From an optimization exercise on the open Yosys and OpenROAD flow, aimed at small area, a short achievable clock period and few clock cycles; shortcuts taken in it are not production practice. At most, simulation tests tie the RTL to the original design; equivalence was not proved. The RTL of runs 3 to 5 was laid out without a check of its function. Power is estimated from default activity; no workload was simulated.

## flow/design.v

```verilog
module fenc_crc8 (
    input  wire [7:0] crc_in,
    input  wire [7:0] data,
    output wire [7:0] crc_out
);
    wire [15:0] v = {data, crc_in};
    assign crc_out[0] = ^(v & 16'hcbcb);
    assign crc_out[1] = ^(v & 16'h9696);
    assign crc_out[2] = ^(v & 16'he7e7);
    assign crc_out[3] = ^(v & 16'hcece);
    assign crc_out[4] = ^(v & 16'h5757);
    assign crc_out[5] = ^(v & 16'haeae);
    assign crc_out[6] = ^(v & 16'h9797);
    assign crc_out[7] = ^(v & 16'he5e5);
endmodule
module fenc_crc40 (
    input  wire [7:0] crc_in,
    input  wire [39:0] data,
    output wire [7:0] crc_out
);
    wire [47:0] v = {data, crc_in};
    assign crc_out[0] = ^(v & 48'hcbe117ed3e3e);
    assign crc_out[1] = ^(v & 48'h96c32fda7d7d);
    assign crc_out[2] = ^(v & 48'he7664859c5c5);
    assign crc_out[3] = ^(v & 48'hcecd90b28a8a);
    assign crc_out[4] = ^(v & 48'h577a36882b2b);
    assign crc_out[5] = ^(v & 48'haef46c105757);
    assign crc_out[6] = ^(v & 48'h9708cecd9090);
    assign crc_out[7] = ^(v & 48'he5f08b761f1f);
endmodule
module fenc_crc48 (
    input  wire [7:0] crc_in,
    input  wire [47:0] data,
    output wire [7:0] crc_out
);
    wire [55:0] v = {data, crc_in};
    assign crc_out[0] = ^(v & 56'hcbe117ed3e4646);
    assign crc_out[1] = ^(v & 56'h96c32fda7d8c8c);
    assign crc_out[2] = ^(v & 56'he7664859c55e5e);
    assign crc_out[3] = ^(v & 56'hcecd90b28abdbd);
    assign crc_out[4] = ^(v & 56'h577a36882b3d3d);
    assign crc_out[5] = ^(v & 56'haef46c10577a7a);
    assign crc_out[6] = ^(v & 56'h9708cecd90b2b2);
    assign crc_out[7] = ^(v & 56'he5f08b761f2323);
endmodule
module fenc_clamp (
    input  wire [15:0] v,
    input  wire        p,
    output wire [10:0] c
);
    wire big = v[14] | v[13] | v[12] | v[11];
    wire lo  = v[15] | (!big && (p ? fenc_lt(v[10:0], 11'd191) : fenc_lt(v[10:0], 11'd1000)));
    wire hi  = !v[15] && (big || (p ? fenc_gt(v[10:0], 11'd1792) : fenc_gt(v[10:0], 11'd2000)));
    assign c = lo ? (p ? 11'd191 : 11'd1000) : hi ? (p ? 11'd1792 : 11'd2000) : v[10:0];
    function fenc_lt(input [10:0] x, input [10:0] k);
        integer i;
        begin
            fenc_lt = 1'b0;
            for (i = 0; i < 11; i = i + 1)
                fenc_lt = k[i] ? (!x[i] || fenc_lt) : (!x[i] && fenc_lt);
        end
    endfunction
    function fenc_gt(input [10:0] x, input [10:0] k);
        integer i;
        begin
            fenc_gt = 1'b0;
            for (i = 0; i < 11; i = i + 1)
                fenc_gt = k[i] ? (x[i] && fenc_gt) : (x[i] || fenc_gt);
        end
    endfunction
endmodule
module fenc_add #(parameter integer W = 25, parameter integer L = 5) (
    input  wire [W-1:0] a,
    input  wire [W-1:0] b,
    output wire [W-1:0] s
);
    wire [W-1:0] g [0:L];
    wire [W-1:0] p [0:L];
    assign g[0] = a & b;
    assign p[0] = a ^ b;
    genvar l, i;
    generate
        for (l = 0; l < L; l = l + 1) begin : g_lvl
            for (i = 0; i < W; i = i + 1) begin : g_bit
                if (((i >> l) & 1) == 1) begin : g_comb
                    localparam integer J = ((i >> l) << l) - 1;
                    assign g[l+1][i] = g[l][i] | (p[l][i] & g[l][J]);
                    assign p[l+1][i] = p[l][i] & p[l][J];
                end else begin : g_pass
                    assign g[l+1][i] = g[l][i];
                    assign p[l+1][i] = p[l][i];
                end
            end
        end
    endgenerate
    assign s = p[0] ^ {g[L][W-2:0], 1'b0};
endmodule
module fenc_map (
    input  wire [15:0] a,
    input  wire        proto,         
    input  wire        thr,           
    output wire [15:0] y
);
    wire [24:0] a25 = {{9{a[15]}}, a};
    wire [24:0] o1 = a25 << 7;
    wire [24:0] o2 = proto ? (a25 << 6) : ~(a25 << 2);
    wire [24:0] o3 = proto ? (a25 << 3) : a25;
    wire [24:0] o4 = proto ? (thr ? (25'd191 << 9) : (25'd992 << 10))
                           : (thr ? (25'd1000 << 9) + 25'd1 : (25'd1500 << 10) + 25'd1);
    wire [24:0] s1 = o1 ^ o2 ^ o3;
    wire [24:0] c1 = ((o1 & o2) | (o1 & o3) | (o2 & o3)) << 1;
    wire [24:0] s2 = s1 ^ c1 ^ o4;
    wire [24:0] c2 = ((s1 & c1) | (s1 & o4) | (c1 & o4)) << 1;
    wire [24:0] z;
    fenc_add #(.W(25)) u_add (.a(s2), .b(c2), .s(z));
    assign y = thr ? z[24:9] : {z[24], z[24:10]};
endmodule
module fenc_mapc (
    input  wire [15:0] y,
    input  wire        proto,         
    input  wire        thr,           
    input  wire        armed,
    input  wire [10:0] thrmax,
    output wire [10:0] v
);
    wire big = y[14] | y[13] | y[12] | y[11];
    wire lo  = y[15] | (!big && (proto ? lt_c(y[10:0], 11'd191) : lt_c(y[10:0], 11'd1000)));
    wire hi  = !y[15] && (big || (thr ? gt_v(y[10:0], thrmax) :
                                  proto ? gt_v(y[10:0], 11'd1792) : gt_v(y[10:0], 11'd2000)));
    wire [10:0] hv  = thr ? thrmax : proto ? 11'd1792 : 11'd2000;
    wire [10:0] c   = lo ? (proto ? 11'd191 : 11'd1000) : hi ? hv : y[10:0];
    wire [10:0] dis = proto ? (thr ? 11'd191 : 11'd992) : (thr ? 11'd1000 : 11'd1500);
    assign v = armed ? c : dis;
    function lt_c(input [10:0] x, input [10:0] k);
        integer i;
        begin
            lt_c = 1'b0;
            for (i = 0; i < 11; i = i + 1)
                lt_c = k[i] ? (!x[i] || lt_c) : (!x[i] && lt_c);
        end
    endfunction
    function gt_v(input [10:0] x, input [10:0] k);
        integer i;
        begin
            gt_v = 1'b0;
            for (i = 0; i < 11; i = i + 1)
                gt_v = (x[i] && !k[i]) || (!(x[i] ^ k[i]) && gt_v);
        end
    endfunction
endmodule
module fenc_fbrd (
    input  wire [175:0] v,
    input  wire [7:0]   chk,
    input  wire         proto,        
    input  wire         n16,
    input  wire [5:0]   addr,
    output wire [7:0]   byte_o
);
    reg [7:0] cb, mb;
    always @* begin
        case (addr)
            6'd0: cb = 8'hC8;
            6'd1: cb = 8'h18;
            6'd2: cb = 8'h16;
            6'd3: cb = v[7:0];
            6'd4: cb = v[15:8];
            6'd5: cb = v[23:16];
            6'd6: cb = v[31:24];
            6'd7: cb = v[39:32];
            6'd8: cb = v[47:40];
            6'd9: cb = v[55:48];
            6'd10: cb = v[63:56];
            6'd11: cb = v[71:64];
            6'd12: cb = v[79:72];
            6'd13: cb = v[87:80];
            6'd14: cb = v[95:88];
            6'd15: cb = v[103:96];
            6'd16: cb = v[111:104];
            6'd17: cb = v[119:112];
            6'd18: cb = v[127:120];
            6'd19: cb = v[135:128];
            6'd20: cb = v[143:136];
            6'd21: cb = v[151:144];
            6'd22: cb = v[159:152];
            6'd23: cb = v[167:160];
            6'd24: cb = v[175:168];
            default: cb = chk;
        endcase
        case (addr)
            6'd0: mb = 8'h24;
            6'd1: mb = 8'h4D;
            6'd2: mb = 8'h3C;
            6'd3: mb = n16 ? 8'h20 : 8'h10;
            6'd4: mb = 8'hC8;
            6'd5: mb = v[7:0];
            6'd6: mb = {5'd0, v[10:8]};
            6'd7: mb = v[18:11];
            6'd8: mb = {5'd0, v[21:19]};
            6'd9: mb = v[29:22];
            6'd10: mb = {5'd0, v[32:30]};
            6'd11: mb = v[40:33];
            6'd12: mb = {5'd0, v[43:41]};
            6'd13: mb = v[51:44];
            6'd14: mb = {5'd0, v[54:52]};
            6'd15: mb = v[62:55];
            6'd16: mb = {5'd0, v[65:63]};
            6'd17: mb = v[73:66];
            6'd18: mb = {5'd0, v[76:74]};
            6'd19: mb = v[84:77];
            6'd20: mb = {5'd0, v[87:85]};
            6'd21: mb = n16 ? v[95:88] : chk;
            6'd22: mb = {5'd0, v[98:96]};
            6'd23: mb = v[106:99];
            6'd24: mb = {5'd0, v[109:107]};
            6'd25: mb = v[117:110];
            6'd26: mb = {5'd0, v[120:118]};
            6'd27: mb = v[128:121];
            6'd28: mb = {5'd0, v[131:129]};
            6'd29: mb = v[139:132];
            6'd30: mb = {5'd0, v[142:140]};
            6'd31: mb = v[150:143];
            6'd32: mb = {5'd0, v[153:151]};
            6'd33: mb = v[161:154];
            6'd34: mb = {5'd0, v[164:162]};
            6'd35: mb = v[172:165];
            6'd36: mb = {5'd0, v[175:173]};
            default: mb = chk;
        endcase
    end
    assign byte_o = proto ? cb : mb;
endmodule
module fenc (
    input  wire        clk,
    input  wire        rst,           
    input  wire        cmd_valid,
    output wire        cmd_ready,
    input  wire [31:0] cmd,
    output wire        rsp_valid,
    output wire        rsp_ok,
    output wire [15:0] rsp_data
);
    localparam [7:0] OP_NOP    = 8'h00, OP_LDAX   = 8'h01, OP_LDCH   = 8'h02,
                     OP_SETARM = 8'h03, OP_CSRW   = 8'h04, OP_CSRR   = 8'h05,
                     OP_RDAX   = 8'h06, OP_RDCH   = 8'h07, OP_RDFB   = 8'h08,
                     OP_POP    = 8'h09, OP_REWIND = 8'h0A, OP_RST    = 8'h0F,
                     OP_XORI   = 8'h10, OP_XORB   = 8'h11, OP_CRCI   = 8'h12,
                     OP_CRCB   = 8'h13, OP_MAPM   = 8'h20, OP_MAPC   = 8'h21,
                     OP_FMTM   = 8'h30, OP_FMTC   = 8'h31, OP_ENC    = 8'h40;
    reg         busy;                 
    reg         sq_map, sq_fmt;       
    reg         sq_enc;               
    reg         sq_proto;             
    reg         rsp_ok_q;
    reg         rs_csr, rs_ax, rs_ch, rs_fb;    
    reg [5:0]   raddr;                
    reg [15:0]  ax [0:3];
    reg         armed_q;
    reg [15:0]  ch [0:15];
    reg [7:0]   xsum_q, crc_q;
    reg [175:0] fbp;                  
    reg [7:0]   fbchk;                
    reg         fvalid_q, fproto_q, fn16_q;
    reg [5:0]   optr_q;
    reg         err_q;
    reg [2:0]   ecode_q;
    reg [3:0]   cfg_q;                
    reg [10:0]  aom_q, tmm_q, aoc_q, tmc_q;    
    wire seq  = sq_map || sq_fmt;
    wire take = cmd_valid && !busy && !seq && !rst;
    assign cmd_ready = !busy && !seq && !rst;
    assign rsp_valid = busy && !rst;
    assign rsp_ok    = rsp_ok_q;
    wire [7:0]  op  = cmd[31:24];
    wire [7:0]  idx = cmd[23:16];
    wire [15:0] imm = cmd[15:0];
    wire idx0 = (idx == 8'd0);
    wire imm0 = (imm == 16'd0);
    reg legal;
    always @* begin
        case (op)
            OP_NOP, OP_POP, OP_REWIND, OP_RST, OP_XORI, OP_CRCI,
            OP_MAPM, OP_MAPC, OP_FMTM, OP_FMTC, OP_ENC:
                           legal = idx0 && imm0;
            OP_LDAX:       legal = (idx[7:2] == 6'd0);
            OP_LDCH:       legal = (idx[7:4] == 4'd0);
            OP_SETARM:     legal = idx0 && (imm[15:1] == 15'd0);
            OP_CSRW:       legal = 1'b1;
            OP_CSRR:       legal = imm0;
            OP_RDAX:       legal = (idx[7:2] == 6'd0) && imm0;
            OP_RDCH:       legal = (idx[7:4] == 4'd0) && imm0;
            OP_RDFB:       legal = imm0;
            OP_XORB, OP_CRCB:
                           legal = idx0 && (imm[15:8] == 8'd0);
            default:       legal = 1'b0;
        endcase
    end
    wire [5:0] flen = !fvalid_q ? 6'd0 : fproto_q ? 6'd26 : fn16_q ? 6'd38 : 6'd22;
    wire csr_rd_ok = (idx[7:3] == 5'd0 && idx[2:0] <= 3'd5) || (idx[7:2] == 6'd2);
    wire csr_wr_ok = idx0 || (idx[7:2] == 6'd2);
    reg [2:0] ecode_new;
    always @* begin
        ecode_new = 3'd0;
        if (!legal) ecode_new = 3'd1;
        else case (op)
            OP_CSRW: if (!csr_wr_ok) ecode_new = 3'd2;
            OP_CSRR: if (!csr_rd_ok) ecode_new = 3'd2;
            OP_RDFB: if (!fvalid_q) ecode_new = 3'd4;
                     else if ({2'b00, flen} <= idx) ecode_new = 3'd3;
            OP_POP:  if (!fvalid_q) ecode_new = 3'd4;
                     else if (optr_q == flen) ecode_new = 3'd3;
            default: ;
        endcase
    end
    wire ok = (ecode_new == 3'd0);
    wire idx_lo2 = (idx[7:2] == 6'd0), idx_lo4 = (idx[7:4] == 4'd0);
    wire imm_lo8 = (imm[15:8] == 8'd0), imm_lo1 = (imm[15:1] == 15'd0);
    wire z0   = idx0 && imm0;
    wire w_ldax  = take && op == OP_LDAX && idx_lo2;
    wire ldch    = take && op == OP_LDCH && idx_lo4;
    wire w_arm   = take && op == OP_SETARM && idx0 && imm_lo1;
    wire w_csrw  = take && op == OP_CSRW;
    wire w_pop   = take && op == OP_POP && z0 && fvalid_q && (optr_q != flen);
    wire w_rew   = take && op == OP_REWIND && z0;
    wire w_rst   = take && op == OP_RST && z0;
    wire w_xori  = take && op == OP_XORI && z0;
    wire w_xorb  = take && op == OP_XORB && idx0 && imm_lo8;
    wire w_crci  = take && op == OP_CRCI && z0;
    wire w_crcb  = take && op == OP_CRCB && idx0 && imm_lo8;
    wire w_map   = take && (op == OP_MAPM || op == OP_MAPC || op == OP_ENC) && z0;
    wire w_fmt   = take && (op == OP_FMTM || op == OP_FMTC) && z0;
    reg  rst_cmd_q;
    wire do_rst = rst || rst_cmd_q;
    wire [1:0]  mk     = raddr[1:0];     
    wire [1:0]  fq     = raddr[3:2];     
    wire [1:0]  ax_sel = raddr[1:0];
    wire [15:0] ax_rd  = ax[ax_sel];
    wire [1:0]  ch_q = raddr[3:2];
    wire [15:0] ch_a [0:3];
    genvar gi;
    generate
        for (gi = 0; gi < 4; gi = gi + 1) begin : g_cha
            assign ch_a[gi] = ch_q[1] ? (ch_q[0] ? ch[12 + gi] : ch[8 + gi])
                                      : (ch_q[0] ? ch[4 + gi]  : ch[gi]);
        end
    endgenerate
    wire [15:0] ch_rd = ch_a[raddr[1:0]];
    wire [7:0] fb_byte;
    fenc_fbrd u_fbrd (.v(fbp), .chk(fbchk), .proto(fproto_q), .n16(fn16_q),
                      .addr(raddr), .byte_o(fb_byte));
    reg [15:0] csr_rdata;
    always @* begin
        case (raddr[3:0])
            4'h0:    csr_rdata = {12'd0, cfg_q};
            4'h1:    csr_rdata = {8'd0, 1'b0, ecode_q, 1'b0, err_q, fproto_q, fvalid_q};
            4'h2:    csr_rdata = {10'd0, flen};
            4'h3:    csr_rdata = {10'd0, optr_q};
            4'h4:    csr_rdata = {8'd0, xsum_q};
            4'h5:    csr_rdata = {8'd0, crc_q};
            4'h8:    csr_rdata = {5'd0, aom_q};
            4'h9:    csr_rdata = {5'd0, tmm_q};
            4'hA:    csr_rdata = {5'd0, aoc_q};
            default: csr_rdata = {5'd0, tmc_q};
        endcase
    end
    assign rsp_data = ({16{rs_csr}} & csr_rdata) | ({16{rs_ax}} & ax_rd) |
                      ({16{rs_ch}} & ch_rd) | {8'd0, {8{rs_fb}} & fb_byte};
    wire [43:0] f_vals;
    generate
        for (gi = 0; gi < 4; gi = gi + 1) begin : g_fcl
            fenc_clamp u_c (.v(ch_a[gi]), .p(sq_proto), .c(f_vals[11 * gi +: 11]));
        end
    endgenerate
    wire [10:0] imm_c;
    fenc_clamp u_cimm (.v(imm), .p(idx[1]), .c(imm_c));
    wire [15:0] m_y;
    wire        m_thr = (mk == 2'd3);
    fenc_map u_map (.a(ax_rd), .proto(sq_proto), .thr(m_thr), .y(m_y));
    wire [10:0] m_out;
    fenc_mapc u_mapc (.y(m_y), .proto(sq_proto), .thr(m_thr), .armed(armed_q),
                      .thrmax(sq_proto ? tmc_q : tmm_q), .v(m_out));
    wire        m_ord  = sq_proto ? cfg_q[3] : cfg_q[2];
    wire [1:0]  m_slot = mk[1] ? {1'b1, mk[0] ^ m_ord} : mk;
    wire        m_wr   = sq_map;
    wire [10:0] m_aux  = (mk == 2'd0) ? (sq_proto ? 11'd191 : 11'd1000) :
                         armed_q ? (sq_proto ? 11'd1792 : 11'd2000) : (sq_proto ? aoc_q : aom_q);
    wire [15:0] bus_a  = do_rst ? 16'd0 : ldch ? imm : {5'd0, m_out};
    wire [15:0] bus_b  = do_rst ? 16'd0 : ldch ? imm : {5'd0, m_aux};
    wire [3:0] f_nib    = fq[1] ? fbp[131:128] : fbp[43:40];
    wire [7:0] f_crc_in = (fq == 2'd0) ? 8'hD3 : fbchk;      
    wire [7:0] f_crc_e, f_crc_o;
    fenc_crc40 u_crc_e (.crc_in(f_crc_in), .data(f_vals[39:0]), .crc_out(f_crc_e));
    fenc_crc48 u_crc_o (.crc_in(fbchk), .data({f_vals[43:0], f_nib}), .crc_out(f_crc_o));
    reg  [7:0] f_x;
    integer fi;
    always @* begin
        f_x = (fq == 2'd0) ? ((cfg_q[1] ? 8'h20 : 8'h10) ^ 8'hC8) : fbchk;
        if (!fq[1] || cfg_q[1])
            for (fi = 0; fi < 4; fi = fi + 1)
                f_x = f_x ^ f_vals[11 * fi +: 8] ^ {5'd0, f_vals[11 * fi + 8 +: 3]};
    end
    wire [7:0] f_chk = sq_proto ? (fq[0] ? f_crc_o : f_crc_e) : f_x;
    wire       f_end = sq_fmt && (fq == 2'd3);
    wire [7:0] crcb_out;
    fenc_crc8 u_crcb (.crc_in(crc_q), .data(imm[7:0]), .crc_out(crcb_out));
    integer k;
    always @(posedge clk) begin
        rsp_ok_q <= ok;
        rs_csr   <= ok && op == OP_CSRR;
        rs_ax    <= ok && op == OP_RDAX;
        rs_ch    <= ok && op == OP_RDCH;
        rs_fb    <= ok && (op == OP_RDFB || op == OP_POP);
        if (!seq)
            raddr <= (op == OP_POP) ? optr_q : idx[5:0];
        else if (sq_map)
            raddr <= (mk == 2'd3) ? 6'd0 : raddr + 6'd1;
        else
            raddr <= raddr + 6'd4;
        rst_cmd_q <= !rst && w_rst;
        if (rst) begin
            busy   <= 1'b0;
            sq_map <= 1'b0;
            sq_fmt <= 1'b0;
        end else begin
            busy <= take;
            if (w_map) begin
                sq_map   <= 1'b1;
                sq_enc   <= (op == OP_ENC);
                sq_proto <= (op == OP_ENC) ? cfg_q[0] : op[0];
            end else if (w_fmt) begin
                sq_fmt   <= 1'b1;
                sq_proto <= op[0];
            end else if (sq_map && mk == 2'd3) begin
                sq_map <= 1'b0;
                sq_fmt <= sq_enc;
            end else if (sq_fmt && fq == 2'd3) begin
                sq_fmt <= 1'b0;
            end
        end
        for (k = 0; k < 4; k = k + 1)
            if (do_rst || (ldch && idx[3:0] == k) || (m_wr && m_slot == k))
                ch[k] <= bus_a;
        if (do_rst || (ldch && idx[3:0] == 4) || (sq_map && mk == 2'd1))
            ch[4] <= bus_b;
        for (k = 5; k < 16; k = k + 1)
            if (do_rst || (ldch && idx[3:0] == k) || (sq_map && mk == 2'd0))
                ch[k] <= bus_b;
        if (sq_fmt) begin
            case (fq)
                2'd0: fbp[43:0]    <= f_vals;
                2'd1: fbp[87:44]   <= f_vals;
                2'd2: fbp[131:88]  <= f_vals;
                2'd3: fbp[175:132] <= f_vals;
            endcase
            fbchk <= f_chk;
        end
        if (do_rst) begin
            for (k = 0; k < 4; k = k + 1) ax[k] <= 16'd0;
            armed_q  <= 1'b0;
            xsum_q   <= 8'd0;
            crc_q    <= 8'd0;
            fvalid_q <= 1'b0;
            fproto_q <= 1'b0;
            fn16_q   <= 1'b0;
            optr_q   <= 6'd0;
            err_q    <= 1'b0;
            ecode_q  <= 3'd0;
            cfg_q    <= 4'b1000;
            aom_q    <= 11'd1000;
            tmm_q    <= 11'd2000;
            aoc_q    <= 11'd191;
            tmc_q    <= 11'd1792;
        end else begin
            if (take && !ok) begin
                err_q <= 1'b1;
                if (!err_q) ecode_q <= ecode_new;
            end
            if (w_ldax) ax[idx[1:0]] <= imm;
            if (w_arm)  armed_q <= imm[0];
            if (w_csrw) case (idx)
                8'h00: cfg_q <= imm[3:0];
                8'h08: aom_q <= imm_c;
                8'h09: tmm_q <= imm_c;
                8'h0A: aoc_q <= imm_c;
                8'h0B: tmc_q <= imm_c;
                default: ;
            endcase
            if (w_pop)  optr_q <= optr_q + 6'd1;
            if (w_rew)  optr_q <= 6'd0;
            if (w_xori) xsum_q <= 8'd0;
            if (w_xorb) xsum_q <= xsum_q ^ imm[7:0];
            if (w_crci) crc_q  <= 8'd0;
            if (w_crcb) crc_q  <= crcb_out;
            if (f_end) begin
                if (sq_proto) crc_q  <= f_chk;
                else          xsum_q <= f_chk;
                fvalid_q <= 1'b1;
                fproto_q <= sq_proto;
                fn16_q   <= cfg_q[1];
                optr_q   <= 6'd0;
            end
        end
    end
endmodule
```

## flow/flow/run.sh

```bash
#!/bin/bash
# The standard layout (the standard.sh: its synthesis, placement, CTS and
# routing), with settings changed for the steps after synthesis:
# - the ports get buf_4 buffers instead of the smallest buffer cell,
# - repair_timing is asked to leave 11.5 ns of setup slack at the design's
#   clock period, so that cells are sized for a shorter achieved period,
# - core utilisation 40%; the clock tree settings are in config.mk.
set -euo pipefail
bash standard.sh synth > orfs_synth.log 2>&1
bash standard.sh SETUP_SLACK_MARGIN=11.5 CORE_UTILIZATION=40 "BUFFER_PORTS_ARGS=-buffer_cell sky130_fd_sc_hd__buf_4" finish > orfs_layout.log 2>&1
```

## flow/standard.sh

```bash
#!/bin/bash
# synth_recipe.tcl (not shown) runs the flow's synth.tcl, then flattens the netlist and writes it again
# the make line also repeats each setting of config.mk as NAME=value (left out here)
make -C /OpenROAD-flow-scripts/flow DESIGN_CONFIG=/design/flow/config.mk WORK_HOME=/design/flow/orfs CLKGATE_MAP_FILE= SYNTH_SCRIPT=/design/flow/synth_recipe.tcl "${@:-finish}"
```

## flow/config.mk

```make
export PLATFORM = sky130hd
export DESIGN_NAME = fenc
export DESIGN_NICKNAME = fenc
export VERILOG_FILES = /design/flow/design.v
export SDC_FILE = /design/flow/constraint.sdc
export NUM_CORES = 4
export LEC_CHECK = 0
export CAP_MARGIN = 20
export CORE_MARGIN = 2
export CORE_UTILIZATION = 40
export CTS_BUF_LIST = sky130_fd_sc_hd__clkbuf_4 sky130_fd_sc_hd__clkbuf_8
export SLEW_MARGIN = 20
```

## flow/constraint.sdc

```tcl
create_clock -name core_clock -period 20.0 [get_ports {clk}]
set_input_delay 4.0000 -clock core_clock [delete_from_list [all_inputs] [get_ports {clk}]]
set_output_delay 4.0000 -clock core_clock [all_outputs]
set_load 0.01 [all_outputs]
```

==> results of run 1 <==
## flip-flops by register name, indices dropped and copies added (netlist names), 3 cells and up
signal and cells:
raddr 6, aoc_q 11, ch 256, optr_q 6
aom_q 11, fbchk 8, xsum_q 8, tmc_q 11
ecode_q 3, cfg_q 4, ax 64, crc_q 8
fbp 176, tmm_q 11
## cells by family (layout without fill, tap and decap cells)
group | count (synthesis) | count (layout) | synth area share, %
multiplexers | 150 | 150 | 7.303
flip-flops | 599 | 599 | 48.53
AO/OA/AOI/OAI | 771 | 771 | 15.99
other | 0 | 2 | 0
XOR/XNOR | 303 | 303 | 8.612
AND/OR/NAND/NOR | 852 | 852 | 11.55
buffers and inverters | 333 | 446 | 4.018
adder cells (fa/ha/maj) | 98 | 98 | 4.004
## per-stage QoR
| stage | power (mW) | hold WS [ps] | util, % |
|---|---|---|---|
| 6_report | 3.552 | 504.3 | 44.99 |
| 5_1_grt | 3.674 | 524.8 | 44.98 |
| 4_1_cts | 3.533 | 497.1 | 44.56 |
| 3_5_place_dp | 2.463 | 487.4 | 42.23 |
| 3_3_place_gp | 2.464 | 487.4 | 42.20 |
| 2_1_floorplan | 2.133 | 448.8 | - |
## routing by layer
layer,track usage (%),part of all wire [%]
met1,41.22,40
met2,45.92,44
met3,5.505,9.3
met4,14.80,5.8
met5,0,0
## critical path, cell delays in order
cell    delay, ps
buf_4         150
nor4_4        160
buf_4         170
## repair_timing
item,4_1_cts,5_1_grt
hold endpoints to repair,0,0
pin swaps,4,6
setup endpoints to repair,13,52
resized for setup,35,39
gates cloned,0,3
setup buffers,1,14
hold buffers,0,0
## power by group through the flow
| stage | combinational, mW | sequential, mW | clock (mW) |
|---|---|---|---|
| 6_report | 1.07 | 1.41 | 1.07 |
| 5_1_grt | 1.13 | 1.41 | 1.14 |
| 4_1_cts | 1.04 | 1.41 | 1.09 |
| 3_3_place_gp | 1.03 | 1.43 | 0 |
| 2_1_floorplan | 0.705 | 1.43 | 0 |
| 3_5_place_dp | 1.03 | 1.43 | 0 |
## layout make-up
type,instances,area share [%]
flip-flops and latches,599,43.65
multi-input cells,2174,43.42
clock buffers,137,4.273
well taps,1155,3.692
repair buffers,140,3.036
inverters,131,1.272
clock inverters,37,0.6328
repair inverters,1,0.01278
diodes,2,0.01278
## placed cells by master (no fill, tap or decap), drive strengths merged, types with 10 or more instances in the layout
cell,count
a211oi,42
a21o,14
a21oi,127
a221oi,53
a222oi,46
a22o,45
a22oi,67
a31oi,24
and2,26
and3,21
buf,138
clkbuf,139
clkinv,31
dfxtp,91
edfxtp,508
fa,25
ha,71
inv,132
mux2i,61
mux4,80
nand2,244
nand2b,22
nand3,68
nand4,44
nor2,264
nor2b,14
nor3,55
nor4,28
o2111ai,12
o211ai,46
o21a,21
o21ai,143
o22ai,12
o31ai,17
or2,12
or3,14
or4,10
xnor2,211
xnor3,23
xor2,69
## path summary, 6_finish.rpt
check,end,startpoint,slack (ps)
worst max-delay path,cmd_ready,rst,11520
worst min-delay path,tmm_q[10]$_SDFFE_PN1P_,tmm_q[10]$_SDFFE_PN1P_,500
worst max register to register,ch[2][0]$_DFFE_PP_,raddr[0]$_DFFE_PP_,11830
worst min register to register,tmm_q[10]$_SDFFE_PN1P_,tmm_q[10]$_SDFFE_PN1P_,500
==> results.json, run 1 <==
{
  "final.setup.worst_slack_ps": 11520,
  "final_area_um2": 39150,
  "hold_viol_final": 0,
  "vias": 28018,
  "synth.top_cells.by_count": "edfxtp_1, nor2_1, nand2_1",
  "cts_buffer_depth": 3,
  "end_kind": "output port",
  "cp.arrival_ps": 4480,
  "ff2ff_path_depth": 28,
  "ff_latch_area_um2": 17090,
  "cts_sinks": 599,
  "seq_area_frac_synth_pct": 48.53,
  "die_w_um": 300.6,
  "drtAntennaViolNets": 0,
  "grt_pass1_vias": 26522,
  "io_pins": 54,
  "yosys.area.top_type": "edfxtp_1",
  "fin_nets": 3276,
  "synth_cell_types": 111,
  "timing.fmax_mhz": 118.0,
  "clock-root-buffer": "clkbuf_8",
  "synth_ff_type": "edfxtp_1",
  "rows": 108,
  "holdPathStages": 2,
  "async_reset_ff_share_pct": 0,
  "routedWlPerCell_um": 31.68,
  "hold_path.class": "flop to flop",
  "chipHeight_um": 300.6,
  "vias_per_cell": 6.403,
  "path_clk_slew_ps": 60,
  "fillCellCount": 8113,
  "fin_crit_sh_pct": 42.39,
  "fin_skew_ps": 59.75,
  "swShare_pct": 33.33,
  "cp_max_fo": 6,
  "routabilityCongestion": 1.022,
  "numCtsBuffers": 98,
  "dpl.cell_count": 4180,
  "slew_headroom_pct": 24.49,
  "grt_max_degree": 70,
  "dp_slack_ps": 11330,
  "die_area_um2": 90360,
  "overflow": 0,
  "routed_wl_um": 138600,
  "grt_pass1_wl_um": 195400,
  "cts-htree-levels": 3,
  "p_leak_nw": 14.05,
  "layout.cells.non_filler": 4376,
  "grt_usage_pct": 30.06,
  "drv_cap": 0,
  "tns_ps": 0,
  "startpoint_type": "input port",
  "period_needed_ps": 8478,
  "synth-edff-count": 508,
  "cts_tree": "done",
  "drt_iter0_drc": 3684,
  "syn_nets": 3237,
  "drive_above_1_share_pct": 15.63,
  "place_area_um2": 36750,
  "core_um2": 87020,
  "syn_area_um2": 35190,
  "clkPwrFrac_pct": 30.2,
  "antenna_found_initial": 4,
  "p_sw_mw": 1.184,
  "avgSynthCellArea_um2": 11.33,
  "p_per_area_nw_per_um2": 90.73,
  "comb_power_share_pct": 30.2,
  "drc_errors": 0,
  "multi_input_area_um2": 17000,
  "power_frac_seq_pct": 39.6,
  "critPathKind": "input port to output port",
  "areaGrowthSynthToFinish_pct": 11.25,
  "rsz0062_at_grt": "yes",
  "critical_path_required_ps": 16000,
  "setup_viol": 0,
  "dp_hpwl_um": 100800,
  "outcome": "no timing/DRC/antenna violations",
  "first_pass_iters": 10,
  "worstSkewPairLatency_ps": 770,
  "synthTopCellsByArea": "edfxtp_1, dfxtp_1, xnor2_1",
  "final_max_slew_viol_count": 0,
  "synth_top_area_share_pct": 43.35,
  "tightest_slew_ps": 1125,
  "portBuffers": 53,
  "netlist_instances": 3106,
  "initial_core_util_pct": 40.44,
  "power.internal_mw": 2.368,
  "synth.most_common_cell": "edfxtp_1",
  "yosys_warnings": 7,
  "ir_worst_vdd_uv": 59.69,
  "ys_ff_latch": 599
}
Testbench counts, summed over its fixed seeds: cycles 604,871.
==> run 2, diff against run 1 <==
--- a/flow/flow/run.sh
+++ b/flow/flow/run.sh
@@ -4,7 +4,7 @@
 # - the ports get buf_4 buffers instead of the smallest buffer cell,
 # - repair_timing is asked to leave 11.5 ns of setup slack at the design's
 #   clock period, so that cells are sized for a shorter achieved period,
-# - core utilisation 40%; the clock tree settings are in config.mk.
+# - core utilisation 40%.
 set -euo pipefail
 bash standard.sh synth > orfs_synth.log 2>&1
 bash standard.sh SETUP_SLACK_MARGIN=11.5 CORE_UTILIZATION=40 "BUFFER_PORTS_ARGS=-buffer_cell sky130_fd_sc_hd__buf_4" finish > orfs_layout.log 2>&1
--- a/flow/config.mk
+++ b/flow/config.mk
@@ -8,5 +8,4 @@
 export CAP_MARGIN = 20
 export CORE_MARGIN = 2
 export CORE_UTILIZATION = 40
-export CTS_BUF_LIST = sky130_fd_sc_hd__clkbuf_4 sky130_fd_sc_hd__clkbuf_8
 export SLEW_MARGIN = 20
==> run 2 against run 1 <==
Area after synthesis unchanged. Flip-flop and latch count unchanged. Power increased by 3.2%. Sequential share of layout area about the same. Die area unchanged. Via count decreased by 0.85%. Hold slack improved by 2.0 ps. Clock power increased by 11%. Clock-buffer cell count decreased by 57. First-iteration DRC count increased by 1.3%. Register-to-register slack improved by 200 ps.
==> results.json, run 2 <==
{
  "outcome": "no timing/DRC/antenna violations",
  "synth_top_area_share_pct": 43.35,
  "yosys.area.top_type": "edfxtp_1",
  "chipHeight_um": 300.6,
  "cp.arrival_ps": 4490,
  "drt_iter0_drc": 3733,
  "cts_tree": "done",
  "io_pins": 54,
  "ys_ff_latch": 599,
  "synth-edff-count": 508,
  "synth_cell_types": 111,
  "synth_ff_type": "edfxtp_1",
  "numCtsBuffers": 67,
  "grt_pass1_wl_um": 195200,
  "first_pass_iters": 8,
  "timing.fmax_mhz": 117.7,
  "startpoint_type": "flop",
  "overflow": 0,
  "mostFrequentLayoutCells": "edfxtp_1, nor2_1, nand2_1, xnor2_1, inv_1",
  "layout_commonest_cell": "edfxtp_1",
  "synth.most_common_cell": "edfxtp_1",
  "ff_latch_area_um2": 17090,
  "grt_max_degree": 70,
  "grt_usage_pct": 30.07,
  "synthTopCellsByArea": "edfxtp_1, dfxtp_1, xnor2_1",
  "end_kind": "output port",
  "startpoint": "raddr[0]$_DFFE_PP_",
  "clock-root-buffer": "clkbuf_16",
  "yosys_warnings": 7,
  "multi_input_area_um2": 16980,
  "cts_buffer_depth": 3,
  "routabilityCongestion": 1.022,
  "areaGrowthSynthToFinish_pct": 11.14,
  "ir_worst_vdd_uv": 91.91,
  "dp_hpwl_um": 100800,
  "synth.top_cells.by_count": "edfxtp_1, nor2_1, nand2_1",
  "worstSkewPairLatency_ps": 640,
  "drtAntennaViolNets": 0,
  "netlist_instances": 3106,
  "hold_viol_final": 0,
  "path_clk_slew_ps": 60,
  "hold_start": "tmm_q[10]$_SDFFE_PN1P_",
  "layout.cells.non_filler": 4306,
  "cp_max_fo": 27,
  "seq_area_frac_synth_pct": 48.53,
  "core_um2": 87020,
  "initial_core_util_pct": 40.44,
  "tns_ps": 0,
  "dp_slack_ps": 11330,
  "critical_path_required_ps": 16000,
  "drive_above_1_share_pct": 13.59,
  "largest_reg_flops": 256,
  "cts_sinks": 599,
  "portBuffers": 53,
  "die_w_um": 300.6,
  "drv_cap": 0,
  "grt_pass1_vias": 26229,
  "die_area_um2": 90360,
  "top_register": "ch",
  "p_leak_nw": 13.95,
  "slew_headroom_pct": 22.13,
  "routed_wl_um": 137800,
  "rr_startpoint": "raddr[0]$_DFFE_PP_",
  "setup_viol": 0,
  "hold_buffers": 0,
  "fin_crit_sh_pct": 42.46,
  "async_reset_ff_share_pct": 0,
  "reg.largest.list": "ch: 256 flops, fbp: 176 flops, ax: 64 flops",
  "vias_per_cell": 6.452,
  "fin_skew_ps": 19.19,
  "hold_path.class": "flop to flop",
  "fin_nets": 3231,
  "cts-htree-levels": 3,
  "p_per_area_nw_per_um2": 93.75,
  "tightest_slew_ps": 1160,
  "syn_area_um2": 35190,
  "antenna_found_initial": 2,
  "rows": 108,
  "critPathKind": "flop to output port",
  "final.setup.worst_slack_ps": 11510,
  "fillCellCount": 8093,
  "final_max_slew_viol_count": 0,
  "syn_nets": 3237,
  "routedWlPerCell_um": 32.00,
  "rsz0062_at_grt": "yes",
  "dpl.cell_count": 4180,
  "drc_errors": 0,
  "vias": 27781,
  "period_needed_ps": 8493,
  "avgSynthCellArea_um2": 11.33
}
-- run 2: cell types whose count changed in the layout (fill, tap and decap cells not counted), moves of 4 or more --
cell,previous run,this run
and2_4,4,0
clkbuf_8,103,1
buf_4,125,114
clkbuf_1,0,10
clkinv_2,7,12
clkbuf_4,34,0
clkinv_1,22,11
clkbuf_16,2,69
-- run 2: cell families (layout without fill, tap and decap cells) --
group	count (synthesis)	count (layout)	share of synthesized area (%)
muxes	150	150	7.303
AOI/OAI and AO/OA	771	771	15.99
buffers and inverters	333	376	4.018
xor gates and xnor gates	303	303	8.612
other	0	2	0
DFF	599	599	48.53
adders and majority gates	98	98	4.004
and+or+nand+nor	852	852	11.55
-- run 2: routing by layer --
metal  GRT usage, %  part of all wire (%)  wire (um)  vias to the layer above
met4          13.71                   5.4       7403                        0
met3          5.058                   9.4      12960                      385
li1               -                     -          -                    11860
met2          46.21                    44      61240                     1711
met1          41.72                    41      56190                    13825
met5              0                     0          0                        -
-- run 2: through the flow --
stage | cell area (um^2) | hold slack (ps) | total power [mW] | utilization, %
final | 39110 | 506.3 | 3.667 | 44.94
after global placement | 36730 | 487.4 | 2.464 | 42.20
after detailed placement | 36750 | 487.4 | 2.463 | 42.23
after CTS | 38900 | 496.5 | 3.650 | 44.70
after global routing | 39100 | 523.8 | 3.785 | 44.93
after floorplan | 35190 | 448.8 | 2.133 | -
-- run 2: final timing paths --
path | cells past startpoint | to | slack [ps]
max | 11 | rsp_data[4] | 11510
min reg2reg | 2 | tmm_q[10]$_SDFFE_PN1P_ | 510
min | 2 | tmm_q[10]$_SDFFE_PN1P_ | 510
max reg2reg | 27 | ch[3][0]$_DFFE_PP_ | 12030
-- run 2: critical path, stage by stage (launching register included) --
cell      delay, ps
edfxtp_1        410
buf_12          190
ha_1            220
buf_6           200
and2_2          350
a22o_1          280
a221oi_1        380
o211ai_1        300
mux2_2          350
a222oi_1        850
nand2_1         130
buf_4           200
-- run 2: what timing repair did --
| item | CTS | global route |
|---|---|---|
| gates cloned | 0 | 1 |
| gates resized for setup | 23 | 34 |
| setup buffers | 0 | 4 |
| setup endpoints to repair | 13 | 53 |
| pin swaps | 2 | 5 |
-- run 2: cell type report --
| cell class | instances | area share [%] |
|---|---|---|
| Multi-Input combinational cell | 2174 | 43.40 |
| Timing Repair inverter | 1 | 0.01280 |
| Antenna cell | 2 | 0.01280 |
| Clock buffer | 80 | 4.524 |
| Inverter | 131 | 1.270 |
| Tap cell | 1155 | 3.695 |
| Timing Repair Buffer | 126 | 2.591 |
| Clock inverter | 38 | 0.7966 |
| Sequential cell | 599 | 43.69 |
-- run 2: where the power goes --
part | total, mW | internal (mW) | switching [mW]
sequential | 1.41 | 1.40 | 0.0110
clock | 1.19 | 0.675 | 0.517
combinational | 1.07 | 0.401 | 0.665
==> run 3, diff against run 2 <==
--- a/flow/design.v
+++ b/flow/design.v
@@ -266,8 +266,9 @@
     reg [3:0]   cfg_q;                
     reg [10:0]  aom_q, tmm_q, aoc_q, tmc_q;    
     wire seq  = sq_map || sq_fmt;
-    wire take = cmd_valid && !busy && !seq && !rst;
-    assign cmd_ready = !busy && !seq && !rst;
+    wire idle = !busy && !seq;
+    wire take = cmd_valid && idle;
+    assign cmd_ready = idle && !rst;
     assign rsp_valid = busy && !rst;
     assign rsp_ok    = rsp_ok_q;
     wire [7:0]  op  = cmd[31:24];
--- a/flow/flow/run.sh
+++ b/flow/flow/run.sh
@@ -4,7 +4,7 @@
 # - the ports get buf_4 buffers instead of the smallest buffer cell,
 # - repair_timing is asked to leave 11.5 ns of setup slack at the design's
 #   clock period, so that cells are sized for a shorter achieved period,
-# - core utilisation 40%.
+# - core utilisation 40%; the clock tree settings are in config.mk.
 set -euo pipefail
 bash standard.sh synth > orfs_synth.log 2>&1
 bash standard.sh SETUP_SLACK_MARGIN=11.5 CORE_UTILIZATION=40 "BUFFER_PORTS_ARGS=-buffer_cell sky130_fd_sc_hd__buf_4" finish > orfs_layout.log 2>&1
--- a/flow/config.mk
+++ b/flow/config.mk
@@ -8,4 +8,6 @@
 export CAP_MARGIN = 20
 export CORE_MARGIN = 2
 export CORE_UTILIZATION = 40
+export CTS_CLUSTER_DIAMETER = 80
+export CTS_CLUSTER_SIZE = 30
 export SLEW_MARGIN = 20
==> run 3 against run 2 <==
Hold slack got worse by 16 ps. Flip-flop and latch count unchanged. Critical path depth unchanged. Wire length rose by 1.6%. Critical path type unchanged.
==> results.json, run 3 <==
{
  "grt_pass1_vias": 26462,
  "synth.most_common_cell": "edfxtp_1",
  "fillCellCount": 8270,
  "fin_nets": 3302,
  "grt_pass1_wl_um": 198600,
  "clock-root-buffer": "clkbuf_16",
  "p_leak_nw": 13.71,
  "vias_per_cell": 6.524,
  "fin_crit_sh_pct": 42.50,
  "die_area_um2": 90940,
  "grt_usage_pct": 30.38,
  "first_pass_iters": 8,
  "tns_ps": 0,
  "final.setup.worst_slack_ps": 11500,
  "yosys.area.top_type": "edfxtp_1",
  "met1_usage_pct": 42.52,
  "drive_above_1_share_pct": 13.22,
  "layout_commonest_cell": "edfxtp_1",
  "critPathKind": "flop to output port",
  "vias": 28436,
  "synth_top_area_share_pct": 43.07,
  "top_usage_layer": "met2",
  "cts-htree-levels": 2,
  "final_max_slew_viol_count": 0,
  "hold_path.class": "flop to flop",
  "chipHeight_um": 301.6,
  "timing.fmax_mhz": 117.6,
  "synth.top_cells.by_count": "edfxtp_1, nor2_1, nand2_1",
  "fin_skew_ps": 56.70,
  "largest_reg_flops": 256,
  "dp_slack_ps": 10880,
  "antenna_found_initial": 1,
  "ff2ff_path_depth": 26,
  "cts_tree": "done",
  "syn_nets": 3322,
  "cp_max_fo": 15,
  "r2r_slack_ps": 11860,
  "yosys_warnings": 7,
  "io_pins": 54,
  "tightest_slew_ps": 1189,
  "routabilityCongestion": 1.050,
  "die_w_um": 301.6,
  "avgSynthCellArea_um2": 11.10,
  "synthTopCellsByArea": "edfxtp_1, xnor2_1, dfxtp_1",
  "cts_sinks": 599,
  "hold_ws_ps": 489.9,
  "drtAntennaViolNets": 0,
  "setup_viol": 0,
  "routedWlPerCell_um": 32.12,
  "portBuffers": 53,
  "holdPathStages": 2,
  "p_per_area_nw_per_um2": 87.44,
  "rr_startpoint": "raddr[0]$_DFFE_PP_",
  "worstSkewPairLatency_ps": 610,
  "numCtsBuffers": 34,
  "drv_cap": 0,
  "drc_errors": 0,
  "whs_endpoint": "aom_q[4]$_SDFFE_PN0P_",
  "core_um2": 88100,
  "grtUsageMet2_pct": 46.54,
  "routed_wl_um": 140000,
  "initial_core_util_pct": 40.20,
  "overflow": 0,
  "cp.arrival_ps": 4500,
  "hold_start": "aom_q[4]$_SDFFE_PN0P_",
  "cts_buffer_depth": 3,
  "fin_util_pct": 43.93,
  "grt_max_degree": 65,
  "rows": 109,
  "end_kind": "output port",
  "top_register": "ch",
  "netlist_instances": 3191,
  "rsz0062_at_grt": "yes",
  "ys_ff_latch": 599,
  "hold_viol_final": 0,
  "synth_ff_type": "edfxtp_1",
  "path_clk_slew_ps": 120,
  "mostFrequentLayoutCells": "edfxtp_1, nor2_1, nand2_1, xnor2_1, buf_4",
  "synth_cell_types": 118,
  "dp_hpwl_um": 103000,
  "period_needed_ps": 8500,
  "synth-edff-count": 508,
  "reg.largest.list": "ch: 256 flops, fbp: 176 flops, ax: 64 flops",
  "seq_area_frac_synth_pct": 48.21,
  "drt_iter0_drc": 4774,
  "async_reset_ff_share_pct": 0,
  "startpoint_type": "flop",
  "slew_headroom_pct": 20.45,
  "syn_area_um2": 35420,
  "met3_usage_pct": 5.345,
  "rr_endpoint": "ch[0][6]$_DFFE_PP_",
  "ir_worst_vdd_uv": 91.86,
  "critical_path_required_ps": 16000,
  "outcome": "no timing/DRC/antenna violations",
  "areaGrowthSynthToFinish_pct": 9.284
}
-- run 3: cell count changes in the layout (fill, tap and decap cells not counted), moves of 14 or more --
| cell | change |
|---|---|
| a221oi_1 | -14 |
| a22o_1 | -17 |
| a22oi_1 | +44 |
| buf_4 | +30 |
| clkbuf_16 | -34 |
| mux4_1 | -14 |
| mux4_2 | +14 |
| nand2_1 | +20 |
| nand3_1 | +20 |
| nor2_1 | +38 |
| xnor2_1 | +15 |
-- run 3: per-layer routing --
metal,vias up,wire [um]
met4,2,7054
met2,1855,62130
li1,12008,-
met3,337,14270
met5,-,13
met1,14234,56540
-- run 3: logic make-up after synthesis --
family	after synthesis	synth area share (%)
DFF	599	48.21
muxes	155	7.309
and+or+nand+nor	904	11.95
adders and majority gates	98	3.978
xor gates and xnor gates	316	8.648
AOI/OAI and AO/OA	776	15.91
buffers and inverters	343	3.995
-- run 3: power by group --
| part | internal, mW | switching (mW) |
|---|---|---|
| sequential | 1.40 | 0.0115 |
| combinational | 0.432 | 0.710 |
| clock | 0.356 | 0.478 |
-- run 3: stage by stage --
step | cell area, um^2 | std cells | total power [mW]
2_1_floorplan | 35440 | 3191 | 2.175
3_3_place_gp | 37040 | 4273 | 2.515
3_5_place_dp | 37060 | 4273 | 2.519
4_1_cts | 38400 | 4336 | 3.344
5_1_grt | 38700 | 4358 | 3.493
6_report | 38710 | 4359 | 3.384
-- run 3: how the worst max path moves through the flow --
| stage | slack [ps] | end | startpoint | cells after the start |
|---|---|---|---|---|
| 3_3_place_gp | 11100 | rsp_data[0] | raddr[3]$_DFF_P_ | 13 |
| 4_1_cts | 11490 | rsp_data[0] | raddr[1]$_DFFE_PP_ | 15 |
| 2_1_floorplan | 11530 | ch[0][10]$_DFFE_PP_ | sq_proto$_DFFE_PP_ | 32 |
| 6_report | 11500 | rsp_data[6] | raddr[3]$_DFF_P_ | 11 |
| 5_1_grt | 11410 | ch[0][6]$_DFFE_PP_ | raddr[0]$_DFFE_PP_ | 25 |
| 3_5_place_dp | 10880 | rsp_data[0] | raddr[3]$_DFF_P_ | 13 |
-- run 3: repair_timing --
item                                    in CTS  in global routing
setup buffers                                5                 17
gates cloned                                 0                  1
pin swaps                                    3                  4
hold buffers                                 0                  0
endpoints found under the setup margin      41                 54
resized for setup                           14                 29
-- run 3: critical path, stage by stage (launching register included) --
cell and delay [ps]:
dfxtp_4 590, clkinvlp_4 280, ha_1 330, nor2b_1 220
and3_1 560, a221oi_1 770, nand3_1 340, nor3_1 310
o22ai_1 120, nand3_1 100, nand2_1 60, buf_4 200
-- run 3: layout make-up --
class                      instances  area [um^2]  area share, %
clock inverter                    23        336.6         0.8696
timing repair buffer             154         1256          3.246
antenna                            1        2.502       0.006465
multi-input combinational       2250        17190          44.42
sequential                       599        17090          44.14
clock buffer                      35        875.8          2.263
tap                             1165         1458          3.766
inverter                         132        499.2          1.290
==> run 4, diff against run 3 <==
==> flow/flow/run.sh (replaced) <==
#!/bin/bash
# The standard layout (the standard.sh: its synthesis, placement, CTS and
# routing), with settings changed for the steps after synthesis:
# - the ports get buf_4 buffers instead of the smallest buffer cell,
# - repair_timing is asked to leave 11.7 ns of setup slack at the design's
#   clock period, so that cells are sized for a shorter achieved period,
# - core utilisation 40%.
set -euo pipefail
bash standard.sh synth > orfs_synth.log 2>&1
bash standard.sh SETUP_SLACK_MARGIN=11.7 CORE_UTILIZATION=40 "BUFFER_PORTS_ARGS=-buffer_cell sky130_fd_sc_hd__buf_4" finish > orfs_layout.log 2>&1
--- a/flow/config.mk
+++ b/flow/config.mk
@@ -8,6 +8,4 @@
 export CAP_MARGIN = 20
 export CORE_MARGIN = 2
 export CORE_UTILIZATION = 40
-export CTS_CLUSTER_DIAMETER = 80
-export CTS_CLUSTER_SIZE = 30
 export SLEW_MARGIN = 20
==> run 4 against run 3 <==
Flip-flop and latch count unchanged. Hold slack lost 16 ps. Maximum frequency increased by 1.4%. Non-clock buffer count increased by 9. Area after synthesis stayed put.
==> results.json, run 4 <==
{
  "outcome": "no timing/DRC/antenna violations",
  "tns_ps": 0,
  "period_needed_ps": 8384,
  "hold_path.class": "flop to flop",
  "place_area_um2": 37040,
  "dpl.cell_count": 4270,
  "reg.largest.list": "ch: 256 flops, fbp: 176 flops, ax: 64 flops",
  "drtAntennaViolNets": 0,
  "portBuffers": 53,
  "numCtsBuffers": 68,
  "slew_headroom_pct": 21.72,
  "initial_core_util_pct": 40.20,
  "hold_ws_ps": 474.2,
  "synthTopCellsByArea": "edfxtp_1, xnor2_1, dfxtp_1",
  "grtUsageMet2_pct": 46.57,
  "ir_worst_vdd_uv": 66.60,
  "cp_cell_sequence": "buf_12 -> nor4_4 -> buf_4",
  "cts_sinks": 599,
  "ff2ff_path_depth": 28,
  "p_per_area_nw_per_um2": 96.01,
  "grt_usage_pct": 30.94,
  "vias_per_cell": 6.445,
  "rr_endpoint": "ch[1][2]$_DFFE_PP_",
  "synth_ff_type": "edfxtp_1",
  "final_max_slew_viol_count": 0,
  "totalPowerFinal_mw": 3.832,
  "chipHeight_um": 301.6,
  "core_um2": 88100,
  "fin_skew_ps": 47.78,
  "crit_buf_inv": 2,
  "slowest_stage": "buf_4",
  "drive_above_1_share_pct": 15.17,
  "startpoint_type": "input port",
  "cts_buffer_depth": 3,
  "slowest_delay_ps": 150,
  "synth.top_cells.by_count": "edfxtp_1, nor2_1, nand2_1",
  "final.setup.worst_slack_ps": 11620,
  "drv_cap": 0,
  "grt_pass1_wl_um": 201100,
  "first_pass_iters": 9,
  "synth_top_area_share_pct": 43.07,
  "crit_cells": 3,
  "seq_area_frac_synth_pct": 48.21,
  "vias": 28585,
  "async_reset_ff_share_pct": 0,
  "netlist_instances": 3191,
  "rsz0062_at_grt": "yes",
  "cp.arrival_ps": 4380,
  "routed_wl_um": 142300,
  "fin_nets": 3345,
  "hold_buffers": 0,
  "holdPathStages": 2,
  "critPathKind": "input port to output port",
  "final_area_um2": 39910,
  "timing.fmax_mhz": 119.3,
  "avgSynthCellArea_um2": 11.10,
  "met3_usage_pct": 5.763,
  "largest_reg_flops": 256,
  "dp_hpwl_um": 103600,
  "syn_nets": 3322,
  "drt_iter0_drc": 4378,
  "path_clk_slew_ps": 60,
  "drc_errors": 0,
  "clock-root-buffer": "clkbuf_16",
  "critPathTopFamily": "buffers and inverters",
  "met1_usage_pct": 43.18,
  "mostFrequentLayoutCells": "edfxtp_1, nor2_1, nand2_1, xnor2_1, buf_4",
  "fin_crit_sh_pct": 41.92,
  "synth.most_common_cell": "edfxtp_1",
  "routabilityCongestion": 1.040,
  "grt_max_degree": 113,
  "critical_path_required_ps": 16000,
  "yosys_warnings": 7,
  "syn_area_um2": 35420,
  "top_register": "ch",
  "synth_cell_types": 118,
  "io_pins": 54,
  "routedWlPerCell_um": 32.09,
  "cts_tree": "done",
  "antenna_found_initial": 0,
  "startpoint": "rst",
  "end_kind": "output port",
  "hold_viol_final": 0,
  "grt_pass1_vias": 26651,
  "ys_ff_latch": 599,
  "p_leak_nw": 14.30,
  "dp_slack_ps": 11110,
  "yosys.area.top_type": "edfxtp_1",
  "fin_util_pct": 45.30,
  "layout.cells.non_filler": 4435,
  "die_w_um": 301.6,
  "rr_startpoint": "raddr[0]$_DFFE_PP_",
  "rows": 109,
  "r2r_slack_ps": 12160,
  "areaGrowthSynthToFinish_pct": 12.69,
  "die_area_um2": 90940,
  "overflow": 0,
  "tightest_slew_ps": 1166,
  "synth-edff-count": 508,
  "cts-htree-levels": 3,
  "top_usage_layer": "met2",
  "cp_max_fo": 3,
  "critPathCapture": "cmd_ready",
  "layout_commonest_cell": "edfxtp_1",
  "worstSkewPairLatency_ps": 660,
  "setup_viol": 0
}
-- run 4: cell types whose count changed in the layout (fill, tap and decap cells not counted), moves of 3 or more --
cell        delta
o21ai_2        +3
clkinvlp_4     +5
clkbuf_1      +14
buf_4          +4
clkbuf_8       +3
clkbuf_16     +34
bufinv_16      +7
clkinv_1       +7
o21ai_4        -3
clkinv_2      +10
buf_12         +5
inv_12         -5
-- run 4: worst min-delay path by stage --
stage	startpoint	to	slack (ps)
after global routing	aom_q[4]$_SDFFE_PN0P_	aom_q[4]$_SDFFE_PN0P_	490
after global placement	aom_q[4]$_SDFFE_PN0P_	aom_q[4]$_SDFFE_PN0P_	460
after CTS	aom_q[10]$_SDFFE_PN0P_	aom_q[10]$_SDFFE_PN0P_	470
after detailed placement	aom_q[10]$_SDFFE_PN0P_	aom_q[10]$_SDFFE_PN0P_	470
after floorplan	ecode_q[0]$_SDFFE_PN0P_	ecode_q[0]$_SDFFE_PN0P_	430
final	aom_q[10]$_SDFFE_PN0P_	aom_q[10]$_SDFFE_PN0P_	470
-- run 4: kinds of logic (layout without fill, tap and decap cells) --
logic type | count (synthesis) | after routing | synth area share [%]
muxes | 155 | 155 | 7.309
buffers and inverters | 343 | 420 | 3.995
xor gates and xnor gates | 316 | 316 | 8.648
adders and majority gates | 98 | 98 | 3.978
other | 0 | 1 | 0
and+or+nand+nor | 904 | 905 | 11.95
AOI/OAI and AO/OA | 776 | 776 | 15.91
DFF | 599 | 599 | 48.21
-- run 4: layout make-up --
type | count | area [um^2]
fill | 8215 | 48190
multi-input combinational | 2250 | 17250
sequential | 599 | 17090
clock buffer | 85 | 1795
tap | 1165 | 1458
timing repair buffer | 163 | 1365
inverter | 132 | 503.0
clock inverter | 40 | 456.7
antenna | 1 | 2.502
-- run 4: per-layer routing --
layer  routed length, um  part of all wire, %
met4                8457                  5.9
met2               61630                   43
met5                   0                    0
met1               57740                   41
met3               14480                   10
-- run 4: timing repair --
action | CTS | global route
pin swaps | 5 | 8
resized for setup | 23 | 46
endpoints found under the setup margin | 33 | 54
setup buffers | 11 | 26
gates cloned | 0 | 2
-- run 4: worst register-to-register path, delay by kind of cell, from the launching register on --
kind                       cells  cell delay [ps]
AOI/OAI and AO/OA             10             2690
adders and majority gates      4             1660
muxes                          2              940
buffers and inverters          5              680
xor gates and xnor gates       3              620
and+or+nand+nor                4              590
DFF                            1              380
-- run 4: power breakdown --
group | total, mW | switching [mW] | internal, mW
Combinational | 1.15 | 0.715 | 0.435
Clock | 1.27 | 0.534 | 0.739
Sequential | 1.41 | 0.0106 | 1.40
Total | 3.83 | 1.26 | 2.57
==> run 5, diff against run 4 <==
--- a/flow/design.v
+++ b/flow/design.v
@@ -13,21 +13,6 @@
     assign crc_out[6] = ^(v & 16'h9797);
     assign crc_out[7] = ^(v & 16'he5e5);
 endmodule
-module fenc_crc40 (
-    input  wire [7:0] crc_in,
-    input  wire [39:0] data,
-    output wire [7:0] crc_out
-);
-    wire [47:0] v = {data, crc_in};
-    assign crc_out[0] = ^(v & 48'hcbe117ed3e3e);
-    assign crc_out[1] = ^(v & 48'h96c32fda7d7d);
-    assign crc_out[2] = ^(v & 48'he7664859c5c5);
-    assign crc_out[3] = ^(v & 48'hcecd90b28a8a);
-    assign crc_out[4] = ^(v & 48'h577a36882b2b);
-    assign crc_out[5] = ^(v & 48'haef46c105757);
-    assign crc_out[6] = ^(v & 48'h9708cecd9090);
-    assign crc_out[7] = ^(v & 48'he5f08b761f1f);
-endmodule
 module fenc_crc48 (
     input  wire [7:0] crc_in,
     input  wire [47:0] data,
@@ -43,6 +28,19 @@
     assign crc_out[6] = ^(v & 56'h9708cecd90b2b2);
     assign crc_out[7] = ^(v & 56'he5f08b761f2323);
 endmodule
+module fenc_crc_keep (
+    input  wire [7:0] crc_in,
+    output wire [7:0] byte_o
+);
+    assign byte_o[0] = ^(crc_in & 8'h43);
+    assign byte_o[1] = ^(crc_in & 8'h86);
+    assign byte_o[2] = ^(crc_in & 8'h4f);
+    assign byte_o[3] = ^(crc_in & 8'h9f);
+    assign byte_o[4] = ^(crc_in & 8'h7c);
+    assign byte_o[5] = ^(crc_in & 8'hf9);
+    assign byte_o[6] = ^(crc_in & 8'hb1);
+    assign byte_o[7] = ^(crc_in & 8'h21);
+endmodule
 module fenc_clamp (
     input  wire [15:0] v,
     input  wire        p,
@@ -386,11 +384,14 @@
                          armed_q ? (sq_proto ? 11'd1792 : 11'd2000) : (sq_proto ? aoc_q : aom_q);
     wire [15:0] bus_a  = do_rst ? 16'd0 : ldch ? imm : {5'd0, m_out};
     wire [15:0] bus_b  = do_rst ? 16'd0 : ldch ? imm : {5'd0, m_aux};
-    wire [3:0] f_nib    = fq[1] ? fbp[131:128] : fbp[43:40];
-    wire [7:0] f_crc_in = (fq == 2'd0) ? 8'hD3 : fbchk;      
-    wire [7:0] f_crc_e, f_crc_o;
-    fenc_crc40 u_crc_e (.crc_in(f_crc_in), .data(f_vals[39:0]), .crc_out(f_crc_e));
-    fenc_crc48 u_crc_o (.crc_in(fbchk), .data({f_vals[43:0], f_nib}), .crc_out(f_crc_o));
+    wire [3:0]  f_nib = fq[1] ? fbp[131:128] : fbp[43:40];
+    wire [7:0]  f_acc = (fq == 2'd0) ? 8'hD3 : fbchk;      
+    wire [7:0]  f_keep;
+    fenc_crc_keep u_keep (.crc_in(f_acc), .byte_o(f_keep));
+    wire [7:0]  f_b0  = fq[0] ? {f_vals[3:0], f_nib} : f_keep;
+    wire [39:0] f_b15 = fq[0] ? f_vals[43:4] : f_vals[39:0];
+    wire [7:0]  f_crc;
+    fenc_crc48 u_crc (.crc_in(f_acc), .data({f_b15, f_b0}), .crc_out(f_crc));
     reg  [7:0] f_x;
     integer fi;
     always @* begin
@@ -399,7 +400,7 @@
             for (fi = 0; fi < 4; fi = fi + 1)
                 f_x = f_x ^ f_vals[11 * fi +: 8] ^ {5'd0, f_vals[11 * fi + 8 +: 3]};
     end
-    wire [7:0] f_chk = sq_proto ? (fq[0] ? f_crc_o : f_crc_e) : f_x;
+    wire [7:0] f_chk = sq_proto ? f_crc : f_x;
     wire       f_end = sq_fmt && (fq == 2'd3);
     wire [7:0] crcb_out;
     fenc_crc8 u_crcb (.crc_in(crc_q), .data(imm[7:0]), .crc_out(crcb_out));
==> flow/flow/run.sh (replaced) <==
#!/bin/bash
# The standard layout (the standard.sh: its synthesis, placement, CTS and
# routing), with settings changed for the steps after synthesis:
# - the ports get buf_4 buffers instead of the smallest buffer cell,
# - repair_timing is asked to leave 11.5 ns of setup slack at the design's
#   clock period, so that cells are sized for a shorter achieved period,
# - core utilisation 40%.
set -euo pipefail
bash standard.sh synth > orfs_synth.log 2>&1
bash standard.sh SETUP_SLACK_MARGIN=11.5 CORE_UTILIZATION=40 "BUFFER_PORTS_ARGS=-buffer_cell sky130_fd_sc_hd__buf_4" finish > orfs_layout.log 2>&1
==> run 5 against run 4 <==
Power fell by 2.8%. Register-to-register slack worse by 370 ps. Hold slack better by 13 ps. Area after synthesis decreased by 2.9%. Highest routed layer unchanged. Via count fell by 2.2%. Cell count fell by 3.8%. Still clean on timing, DRC and antenna. Critical endpoint unchanged. Flip-flop and latch count unchanged. Global-route usage increased by 0.88 points. Clock power hardly changed. Maximum frequency shrank 1.0%. Sequential power is essentially flat. Sequential share of layout area up 1.2 points.
==> results.json, run 5 <==
{
  "outcome": "no timing/DRC/antenna violations",
  "top_register": "ch",
  "first_pass_iters": 9,
  "core_um2": 85150,
  "swShare_pct": 32.62,
  "antenna_found_initial": 2,
  "final_max_slew_viol_count": 0,
  "vias": 27942,
  "fin_nets": 3198,
  "avgSynthCellArea_um2": 11.30,
  "p_per_area_nw_per_um2": 95.89,
  "cp.arrival_ps": 4470,
  "drive_above_1_share_pct": 14.83,
  "crit_buf_inv": 2,
  "p_leak_nw": 13.92,
  "areaGrowthSynthToFinish_pct": 12.91,
  "place_area_um2": 36110,
  "hold_path.class": "flop to flop",
  "grt_pass1_vias": 27102,
  "routed_wl_um": 143800,
  "async_reset_ff_share_pct": 0,
  "mostFrequentLayoutCells": "edfxtp_1, nor2_1, nand2_1, xnor2_1, buf_4",
  "dp_hpwl_um": 104100,
  "power.internal_mw": 2.509,
  "critPathTopFamily": "buffers and inverters",
  "io_pins": 54,
  "worstSkewPairLatency_ps": 670,
  "cp_cell_sequence": "buf_8 -> nor4_4 -> buf_4",
  "drt_iter0_drc": 4088,
  "fin_util_pct": 45.60,
  "drtAntennaViolNets": 0,
  "fin_crit_sh_pct": 42.35,
  "setup_viol": 0,
  "layout_commonest_cell": "edfxtp_1",
  "period_needed_ps": 8470,
  "cts_buffer_depth": 3,
  "chipHeight_um": 297.2,
  "final.setup.worst_slack_ps": 11530,
  "ys_ff_latch": 599,
  "cp_max_fo": 8,
  "yosys_warnings": 7,
  "initial_core_util_pct": 40.39,
  "syn_nets": 3175,
  "antenna_cells": 0,
  "startpoint_type": "input port",
  "dp_slack_ps": 10580,
  "drv_cap": 0,
  "yosys.area.top_type": "edfxtp_1",
  "syn_area_um2": 34390,
  "grt_usage_pct": 31.83,
  "synth-edff-count": 508,
  "slowest_stage": "nor4_4",
  "grt_pass1_wl_um": 202600,
  "cts_tree": "done",
  "die_w_um": 297.2,
  "ir_worst_vdd_uv": 92.41,
  "rows": 107,
  "hold_start": "aom_q[10]$_SDFFE_PN0P_",
  "rsz0062_at_grt": "no",
  "cts_sinks": 599,
  "routabilityCongestion": 1.029,
  "portBuffers": 53,
  "routedWlPerCell_um": 33.70,
  "slowest_delay_ps": 170,
  "synth.most_common_cell": "edfxtp_1",
  "reg.largest.list": "ch: 256 flops, fbp: 176 flops, ax: 64 flops",
  "synth.top_cells.by_count": "edfxtp_1, nor2_1, nand2_1",
  "hold_viol_final": 0,
  "fin_skew_ps": 53.07,
  "comb_power_share_pct": 27.4,
  "overflow": 0,
  "netlist_instances": 3044,
  "seq_area_frac_synth_pct": 49.66,
  "clock-root-buffer": "clkbuf_16",
  "largest_reg_flops": 256,
  "startpoint": "rst",
  "numCtsBuffers": 68,
  "critical_path_required_ps": 16000,
  "tightest_slew_ps": 1168,
  "final_area_um2": 38830,
  "grt_max_degree": 63,
  "timing.fmax_mhz": 118.1,
  "synth_ff_type": "edfxtp_1",
  "tns_ps": 0,
  "vias_per_cell": 6.550,
  "synth_cell_types": 100,
  "die_area_um2": 88330,
  "critPathKind": "input port to output port",
  "totalPowerFinal_mw": 3.723,
  "p_sw_mw": 1.215,
  "synth_top_area_share_pct": 44.36,
  "cts-htree-levels": 3,
  "fillCellCount": 7880,
  "synthTopCellsByArea": "edfxtp_1, dfxtp_1, mux4_2",
  "path_clk_slew_ps": 60,
  "power_frac_seq_pct": 37.9,
  "drc_errors": 0,
  "end_kind": "output port",
  "clkPwrFrac_pct": 34.7,
  "slew_headroom_pct": 22.11,
  "rr_startpoint": "raddr[0]$_DFFE_PP_"
}
run 5: cell count changes after synthesis, moves of 13 or more:
cell / change
a22o_1: +13
a22oi_1: -24
buf_2: -16
mux2i_1: +16
nand2_1: -30
nand3_1: -33
xnor2_1: -59
run 5: kinds of logic after synthesis:
kind of cell | share of synthesized area (%)
AO/OA/AOI/OAI | 15.96
XOR/XNOR | 7.157
adder cells (fa/ha/maj) | 4.097
buffers and inverters | 3.893
flip-flops | 49.66
multiplexers | 7.885
AND/OR/NAND/NOR | 11.35
run 5: per-stage QoR:
| stage | cells | hold WS (ps) |
|---|---|---|
| 3_3_place_gp | 4123 | 469.3 |
| 2_1_floorplan | 3044 | 446.5 |
| 5_1_grt | 4266 | 515.9 |
| 3_5_place_dp | 4124 | 475.6 |
| 6_report | 4266 | 487.1 |
| 4_1_cts | 4260 | 487.5 |
run 5: final timing paths:
| path | end | slack [ps] | cells past startpoint |
|---|---|---|---|
| max | cmd_ready | 11530 | 3 |
| max reg2reg | ch[1][6]$_DFFE_PP_ | 11790 | 27 |
| min | aom_q[10]$_SDFFE_PN0P_ | 490 | 2 |
| min reg2reg | aom_q[10]$_SDFFE_PN0P_ | 490 | 2 |
run 5: layout make-up:
| cell class | count | area [um^2] | share of cell area (%) |
|---|---|---|---|
| Sequential cell | 599 | 17080 | 44.00 |
| Multi-Input combinational cell | 2119 | 16260 | 41.87 |
| Clock buffer | 82 | 1775 | 4.573 |
| Tap cell | 1144 | 1431 | 3.687 |
| Timing Repair Buffer | 153 | 1240 | 3.193 |
| Clock inverter | 43 | 565.5 | 1.457 |
| Inverter | 126 | 473.0 | 1.218 |
run 5: worst register-to-register path, delay by kind of cell (launching register included):
family / cells / cell delay, ps
and+or+nand+nor: 2 / 300
adders and majority gates: 5 / 1960
muxes: 1 / 700
DFF: 1 / 360
AOI/OAI and AO/OA: 15 / 4110
buffers and inverters: 4 / 530
run 5: power by group through the flow:
| stage | registers [mW] | logic, mW | clock network, mW |
|---|---|---|---|
| global placement | 1.44 | 0.968 | 0 |
| detailed placement | 1.44 | 0.979 | 0 |
| floorplan | 1.43 | 0.642 | 0 |
| finish | 1.41 | 1.02 | 1.29 |
| CTS | 1.41 | 0.993 | 1.30 |
| global route | 1.41 | 1.06 | 1.35 |
run 5: what timing repair did:
action	in CTS	in global routing
pin swaps	3	6
hold buffers	0	0
endpoints found under the setup margin	56	47
gates resized for setup	30	29
buffers inserted	11	2
run 5: metal layers:
| layer | GRT usage (%) | vias up | routed length (um) |
|---|---|---|---|
| li1 | - | 11703 | - |
| met4 | 19.10 | 0 | 10390 |
| met2 | 51.91 | 1791 | 67330 |
| met1 | 39.74 | 14007 | 54250 |
| met5 | 0.05411 | - | 0 |
| met3 | 5.361 | 441 | 11800 |

[port drivers added, routing unchanged]
The flow's constraints put no driver on any port. The routed layouts listed below were extracted and timed again, unchanged, in two steps. Step 1: set_driving_cell puts a clkbuf_16 on clk and a buf_2 on each other input, an assumption about the parent block. Step 2 times the ports against the registers' clock, not the clock port: input delays grow and output delays shrink by t, the midpoint of the rising clock arrivals with the driver on. a / b / c = ideal ports / drivers / drivers and shift; a / b = the first two.
run	shift t [ns]	setup slack, ns	worst setup path at the end
run 1	0.800	11.522 / 11.479 / 11.479	input to output
run 2	0.690	11.507 / 11.443 / 11.463	input to output
run 3	0.655	11.500 / 11.430 / 11.486	input to output
run 4	0.704	11.616 / 11.556 / 11.556	input to output
run 5	0.712	11.530 / 11.465 / 11.492	input to output
After both steps every run listed still meets setup and hold. The setup slack of run 4, which loses most, moves by -0.060 ns with the drivers and by -0.060 ns with both steps.
